This design comes from an exercise in tuning for small area on the open sky130 flow, not from production work.
At most, simulation tests tie the RTL to the original design; equivalence was not proved.
Power is estimated from default activity; no workload was simulated.

==> juniper: inputs <==
// mucom_engine
module mucom_engine (
    input  wire        clk,
    input  wire        rst,
    input  wire        cmd_valid,
    output wire        cmd_ready,
    input  wire [3:0]  cmd_op,
    input  wire [7:0]  cmd_index,
    input  wire [3:0]  cmd_size,
    input  wire [63:0] cmd_data,
    input  wire [15:0] cmd_ms,
    output reg         res_valid,
    output reg  [1:0]  res_status,
    output wire        res_got,
    output wire [31:0] res_elapsed,
    output reg  [63:0] res_out,
    input  wire [31:0] now,
    input  wire        rx_valid,
    input  wire [7:0]  rx_byte,
    output wire        rx_ready,
    input  wire [15:0] tx_space,
    output wire        tx_valid,
    output wire [7:0]  tx_byte,
    input  wire        tx_ready,
    output wire        crit,
    output wire        flush_req,
    input  wire        flush_done,
    output wire        disp_valid,
    output wire [1:0]  disp_kind,
    output wire [3:0]  disp_dcnt,
    output wire [71:0] disp_data,
    input  wire        reply_valid,
    input  wire [7:0]  reply_index,
    input  wire [3:0]  reply_size,
    input  wire [63:0] reply_data
);
    localparam [1:0] K_WREQ = 2'b00;
    localparam [1:0] K_RREQ = 2'b01;
    localparam [1:0] K_RRSP = 2'b10;
    localparam [1:0] K_EXEC = 2'b11;
    localparam [3:0] OP_SETTO = 4'd1, OP_GETLC = 4'd2, OP_POLL = 4'd3, OP_READ = 4'd4,
                     OP_WRITE = 4'd5, OP_INVOKE = 4'd6, OP_INVOKE0 = 4'd7;
    localparam [1:0] ST_OK = 2'd0, ST_ERR = 2'd1, ST_TIMEOUT = 2'd2, ST_COMM = 2'd3;
    localparam [3:0] S_IDLE   = 4'd0,
                     S_POLL   = 4'd1,    
                     S_DISP   = 4'd2,    
                     S_RWAIT  = 4'd3,    
                     S_RSEND  = 4'd4,    
                     S_TXWAIT = 4'd5,    
                     S_TXCHK  = 4'd6,    
                     S_SEND   = 4'd7,    
                     S_FLUSH  = 4'd8,    
                     S_RSPCHK = 4'd9,    
                     S_DONE   = 4'd10;   
  ...
==> flow/config.mk <==
export PLATFORM = sky130hd
export DESIGN_NAME = mucom_engine
export DESIGN_NICKNAME = mucom_engine
export VERILOG_FILES = /design/flow/design.v
export SDC_FILE = /design/flow/constraint.sdc
export NUM_CORES = 4
export LEC_CHECK = 0
export CAP_MARGIN = 20
export CORE_MARGIN = 2
export CORE_UTILIZATION = 40
export SLEW_MARGIN = 20
==> flow/constraint.sdc <==
create_clock -name core_clock -period 10.0 [get_ports {clk}]
set_input_delay 2.0000 -clock core_clock [delete_from_list [all_inputs] [get_ports {clk}]]
set_output_delay 2.0000 -clock core_clock [all_outputs]
set_load 0.01 [all_outputs]
standard.sh (not shown) runs the stock make flow with config.mk's settings and CLKGATE_MAP_FILE= SYNTH_SCRIPT=/design/flow/synth_recipe.tcl, a recipe that flattens the netlist after the stock synthesis.
==> flow/flow/run.sh <==
#!/bin/bash
# The standard layout with three changes, each tool's output in a log of its own here:
#  - synthesis is the standard one, but without full-adder extraction and with
#    an ABC run that maps for area (flow/area.abc),
#  - the smallest buffer (buf_1) on every input and output port,
#  - a clock tree of fewer, larger clusters without dummy loads.
set -euo pipefail
here=$PWD
export BUFFER_PORTS_ARGS="-buffer_cell sky130_fd_sc_hd__buf_1"
export CTS_ARGS="-sink_clustering_enable -repair_clock_nets -buf_list sky130_fd_sc_hd__clkbuf_8 -sink_clustering_size 16 -sink_clustering_max_diameter 80 -dont_use_dummy_load"
export MY_ABC_SCRIPT=$here/flow/area.abc
std=$(grep -o 'SYNTH_SCRIPT=[^ ]*' standard.sh | head -n 1 | cut -d= -f2)
cat > my_synth.tcl <<EOT
# the standard synthesis script, with ABC's script swapped for flow/area.abc and
# no full-adder extraction, so ABC maps the adders' logic with the rest
proc extract_fa {args} {}
proc abc {args} {
  set i [lsearch -exact \$args -script]
  if {\$i >= 0} { lset args [expr {\$i + 1}] \$::env(MY_ABC_SCRIPT) }
  yosys abc {*}\$args
}
source {$std}
EOT
sed "s|SYNTH_SCRIPT=[^ ]*|SYNTH_SCRIPT=$here/my_synth.tcl|" standard.sh > my_standard.sh
bash my_standard.sh synth > synth.log 2>&1
bash my_standard.sh > layout.log 2>&1
==> flow/flow/area.abc <==
strash
dch -f
map -a
mfs2
strash
dch -f
map -a
mfs2
strash
dch -f
map -a
topo
stime -c
buffer -c
dnsize -c
==> inputs of raven, as changes to juniper <==
--- a/flow/design.v
+++ b/flow/design.v
@@ -62,22 +62,18 @@
         end
     endfunction
     function [31:0] sub32;
         input [31:0] a;
         input [31:0] b;
-        reg [31:0] p, g;
-        reg [32:0] bw;
+        reg br;
         integer k;
         begin
-            p = ~(a ^ b);
-            g = ~a & b;
-            bw[0] = 1'b0;
-            for (k = 0; k < 32; k = k + 2) begin
-                bw[k+1] = g[k] | (p[k] & bw[k]);
-                bw[k+2] = g[k+1] | (p[k+1] & g[k]) | (p[k+1] & p[k] & bw[k]);
+            br = 1'b0;
+            for (k = 0; k < 32; k = k + 1) begin
+                sub32[k] = a[k] ^ b[k] ^ br;
+                br = (~a[k] & b[k]) | (~(a[k] ^ b[k]) & br);
             end
-            sub32 = ~p ^ bw[31:0];
         end
     endfunction
     function ge15;
         input [14:0] a;
         input [14:0] b;
@@ -92,12 +88,11 @@
     endfunction
     reg  [3:0]  state;
     reg  [1:0]  ret;
     reg         got;
     reg  [14:0] timeout;         
-    reg  [31:0] lastcomm;        
-    reg         lc_set;
+    reg  [31:0] lastcomm;
     reg  [31:0] t0;
     reg  [31:0] t0r;
     reg  [7:0]  req_index;
     reg  [2:0]  req_cntf;
     reg  [1:0]  txkind;
@@ -106,34 +101,28 @@
     reg         cp;              
     reg  [71:0] sb;              
     reg  [3:0]  cnt;
     reg  [1:0]  rkind;
     reg  [2:0]  rcntf;
+    reg  [3:0]  txidx;
     wire st_idle   = (state == S_IDLE);
     wire st_poll   = (state == S_POLL);
     wire st_disp   = (state == S_DISP);
     wire st_rwait  = (state == S_RWAIT);
     wire st_rsend  = (state == S_RSEND);
     wire st_send   = (state == S_SEND);
-    wire        tx_read  = (txkind == K_RREQ);
-    wire        use_t0r  = st_rwait || (state == S_TXWAIT && !tx_read);
-    wire        use_t0   = (state == S_TXWAIT && tx_read) || (state == S_TXCHK) ||
-                           (state == S_RSPCHK);
-    wire [31:0] base     = ({32{use_t0r}} & t0r) | ({32{st_idle && lc_set}} & lastcomm) |
-                           ({32{use_t0}} & t0);
-    wire [31:0] elapsed  = sub32(now, base);
+    wire [31:0] elapsed  = sub32(now, st_rwait ? t0r : t0);
     wire        expired  = (elapsed[31:15] != 17'd0) || ge15(elapsed[14:0], timeout);
     wire        space_ok = (tx_space >= 16'd22);
-    assign res_elapsed = t0;
+    assign res_elapsed = sub32(t0, lastcomm);
     assign res_got     = got;
     wire        take     = st_poll && rx_valid;
     wire        rx_start = rx_byte[7];
     wire        cont     = take && !rx_start && (cnt != 4'd0);
     wire        sending  = st_send || st_rsend;
     wire [1:0]  lk       = st_send ? txkind : (st_rsend ? K_RRSP : rkind);
     wire [2:0]  lc       = st_send ? req_cntf : rcntf;
-    wire [3:0]  txidx    = t0r[3:0];      
     wire [3:0]  lpos     = sending ? txidx : cnt;
     wire        at_last  = (lpos == lastidx(lk, lc));
     wire        complete = cont && at_last;
     assign cmd_ready  = st_idle;
     assign rx_ready   = st_poll;
@@ -169,73 +158,59 @@
     end
     assign tx_byte = {txraw[7], txraw[6:0] & keep};
     wire        reply_ok = reply_valid && (rkind == K_RREQ) &&
                            (reply_size >= 4'd1) && (reply_size <= 4'd8);
     wire        size_ok  = (cmd_size >= 4'd1) && (cmd_size <= 4'd8);
-    wire [71:0] rs;              
-    wire [71:0] xs;              
-    wire [71:0] wr;              
-    assign rs[71:64] = reply_index;
-    assign xs[71:70] = rx_byte[1:0];
-    assign wr[71:70] = {2{take && rx_start}};
-    generate
-        for (g = 0; g < 8; g = g + 1) begin : g_rs
-            assign rs[63 - 8*g -: 8] = reply_data[8*g +: 8];
-        end
-        for (g = 1; g < 11; g = g + 1) begin : g_wr
-            assign xs[69 - 7*(g-1) -: 7] = rx_byte[6:0];
-            assign wr[69 - 7*(g-1) -: 7] = {7{cont && cnt == g}};
-        end
-    endgenerate
-    wire [71:0] sb_next = ({72{st_disp}} & rs) | (wr & xs) | (~{72{st_disp}} & ~wr & sb);
-    wire [63:0] cd;              
-    assign cd[63:56] = (cmd_op == OP_INVOKE0) ? 8'h00 : cmd_data[7:0];
-    generate
-        for (g = 1; g < 8; g = g + 1) begin : g_cd
-            assign cd[63 - 8*g -: 8] = cmd_data[8*g +: 8];
-        end
-    endgenerate
-    wire [63:0] pb_next = ({64{cp}} & sb[63:0]) | ({64{st_idle}} & cd) |
-                          (~{64{cp || st_idle}} & pb);
-    integer m;
+    integer m, c;
     always @(posedge clk) begin
         if (st_idle) begin
             req_index <= cmd_index;
             req_cntf  <= (cmd_op == OP_INVOKE0) ? 3'd0 : cmd_size[2:0] - 3'd1;
             txkind    <= (cmd_op == OP_READ)  ? K_RREQ :
                          (cmd_op == OP_WRITE) ? K_WREQ : K_EXEC;
         end
-        if (cp) match <= (sb[71:64] == req_index) && (rcntf == req_cntf);
-        pb <= pb_next;
+        if (cp) begin
+            pb    <= sb[63:0];
+            match <= (sb[71:64] == req_index) && (rcntf == req_cntf);
+        end else if (st_idle) begin
+            pb[63:56] <= (cmd_op == OP_INVOKE0) ? 8'h00 : cmd_data[7:0];
+            for (m = 1; m < 8; m = m + 1)
+                pb[63 - 8*m -: 8] <= cmd_data[8*m +: 8];
+        end
         cp <= complete && (rkind == K_RRSP);
-        sb <= sb_next;
         if (st_disp) begin
+            sb[71:64] <= reply_index;
+            for (m = 0; m < 8; m = m + 1)
+                sb[63 - 8*m -: 8] <= reply_data[8*m +: 8];
             rcntf <= reply_size[2:0] - 3'd1;
         end else if (take && rx_start) begin
-            rkind <= rx_byte[6:5];
-            rcntf <= rx_byte[4:2];
+            sb[71:70] <= rx_byte[1:0];
+            rkind     <= rx_byte[6:5];
+            rcntf     <= rx_byte[4:2];
+        end else if (cont) begin
+            for (c = 1; c < 11; c = c + 1)
+                if (cnt == c) sb[69 - 7*(c-1) -: 7] <= rx_byte[6:0];
         end
-        if (st_disp || st_idle) begin
-            t0r <= now;
-        end else if ((state == S_TXWAIT || st_rwait) && space_ok) begin
-            t0r[3:0] <= 4'd0;
-        end else if (sending && tx_ready) begin
-            t0r[3:0] <= t0r[3:0] + 4'd1;
+        if (st_disp) t0r <= now;
+        if (sending) begin
+            if (tx_ready) txidx <= txidx + 4'd1;
+        end else begin
+            txidx <= 4'd0;
         end
     end
     always @(posedge clk) begin
         if (rst) begin
             state     <= S_IDLE;
             cnt       <= 4'd0;
             timeout   <= 15'd100;
-            lc_set    <= 1'b0;
+            lastcomm  <= 32'd0;
             res_valid <= 1'b0;
         end else begin
             res_valid <= 1'b0;
             case (state)
                 S_IDLE: begin
-                    t0 <= elapsed;
+                    t0 <= now;
                     if (cmd_valid) begin
                         case (cmd_op)
                             OP_SETTO: begin
                                 timeout    <= ($signed(cmd_ms) < 16'sd2) ? 15'd2 : cmd_ms[14:0];
                                 res_status <= ST_OK;
@@ -278,11 +253,11 @@
                             R_POLLCMD: begin
                                 res_status <= ST_OK;
                                 state      <= S_DONE;
                             end
                             R_DRAIN: begin
-                                t0    <= elapsed;
+                                t0    <= now;
                                 state <= S_TXWAIT;
                             end
                             R_TXWAIT:  state <= S_TXCHK;
                             default:   state <= S_RSPCHK;
                         endcase
@@ -290,11 +265,10 @@
                         cnt <= 4'd1;
                     end else if (cnt != 4'd0) begin
                         if (complete) begin
                             cnt      <= 4'd0;
                             lastcomm <= now;
-                            lc_set   <= 1'b1;
                             if (rkind == K_RRSP) got   <= 1'b1;
                             else                 state <= S_DISP;
                         end else begin
                             cnt <= cnt + 4'd1;
                         end
@@ -335,11 +309,11 @@
                         res_status <= ST_OK;
                         state      <= S_DONE;
                     end
                 end
                 S_FLUSH: if (flush_done) begin
-                    t0    <= elapsed;
+                    t0    <= now;
                     got   <= 1'b0;
                     ret   <= R_RSPWAIT;
                     state <= S_POLL;
                 end
                 S_RSPCHK: begin
==> flow/flow/run.sh (replaced) <==
#!/bin/bash
# Standard layout, with the smallest buffer (buf_1) on every input and output port
# in place of the default clkdlybuf4s50_1. Each tool's output goes to a log here.
set -euo pipefail
export BUFFER_PORTS_ARGS="-buffer_cell sky130_fd_sc_hd__buf_1"
bash standard.sh synth > synth.log 2>&1
bash standard.sh > layout.log 2>&1
removed: flow/flow/area.abc
==> qor summary <==
| quantity | juniper | raven |
|---|---|---|
| Combinational logic power | 1.49 mW | 1.31 mW |
| Sequential group power | 2.54 mW | 2.26 mW |
| Drt total wl | 64.2 mm | 64.9 mm |
| Core Util, Final | 47.5% | 50.1% |
| Starting DRC count in detailed routing | 1774 | 1879 |
| Sum of met2 wire segment lengths after detailed routing | 28.8 mm | 29.7 mm |
| Startpoint of the worst-slack reg-to-reg timing path | state[0] | t0[0] |
| Switching share of power | 41.9% | 35.0% |
| Relative slew slack | 28.6% | 22.8% |
| Cell with the biggest individual delay on the critical path | sky130_fd_sc_hd__a2111oi_2 | sky130_fd_sc_hd__fa_2 |
| Crit path to | res_status[0] | res_elapsed[31] |
| Fraction of post-synthesis cell area in the top cell type by area | 35.3% | 49.7% |
| Status | finished clean | finished with violations |
| Layout check failures | - | setup timing |
| Portion of total power attributed to the clock network | 14.8% | 28.2% |
| Clock group | 0.700 mW | 1.40 mW |
| WHS | 0.443 ns | 0.454 ns |
| Destination of the worst hold path | res_out[3] | res_out[22] |
| Global-route met1 utilization | 42.1% | 38.0% |
| Fin worst setup slack | 1.29 ns | -4.00 ns |
| Fin Setup TNS | 0 ns | -51.70 ns |
| Final GP Congestion | 0.971 | 0.967 |
| Placement row count | 72 | 76 |
| Wire length per cell after detailed routing | 24.2 um | 25.2 um |
| Multiplexer share of the synthesized area | 0.0639% | 5.01% |
For juniper, only the layout was checked, not whether the RTL still works.

## separate check: timing with driven ports
The results above use ideal ports. As a check the final layouts listed here were re-extracted and re-timed, cells and wires unchanged. Step 1, drivers: a clkbuf_16 drives clk and a buf_2 each remaining input, both assumed. Step 2, shift: input delay + t, output delay - t, t = (earliest + latest rising clock arrival at the registers) / 2. This alone moves slack from input paths to output paths. Slacks: no drivers / after step 1 / after step 2; pairs: no drivers / after step 1.
| run | t, ns | setup slack, ns | latest minus earliest clock arrival (ns) |
|---|---|---|---|
| juniper | 0.662 | 1.291 / 1.291 / 0.715 | 0.062 / 0.062 |
| raven | 0.623 | -3.998 / -4.060 / -3.437 | 0.025 / 0.026 |
The setup slack of juniper, which loses most, moves by 0.000 ns with the drivers and by -0.576 ns with both steps.
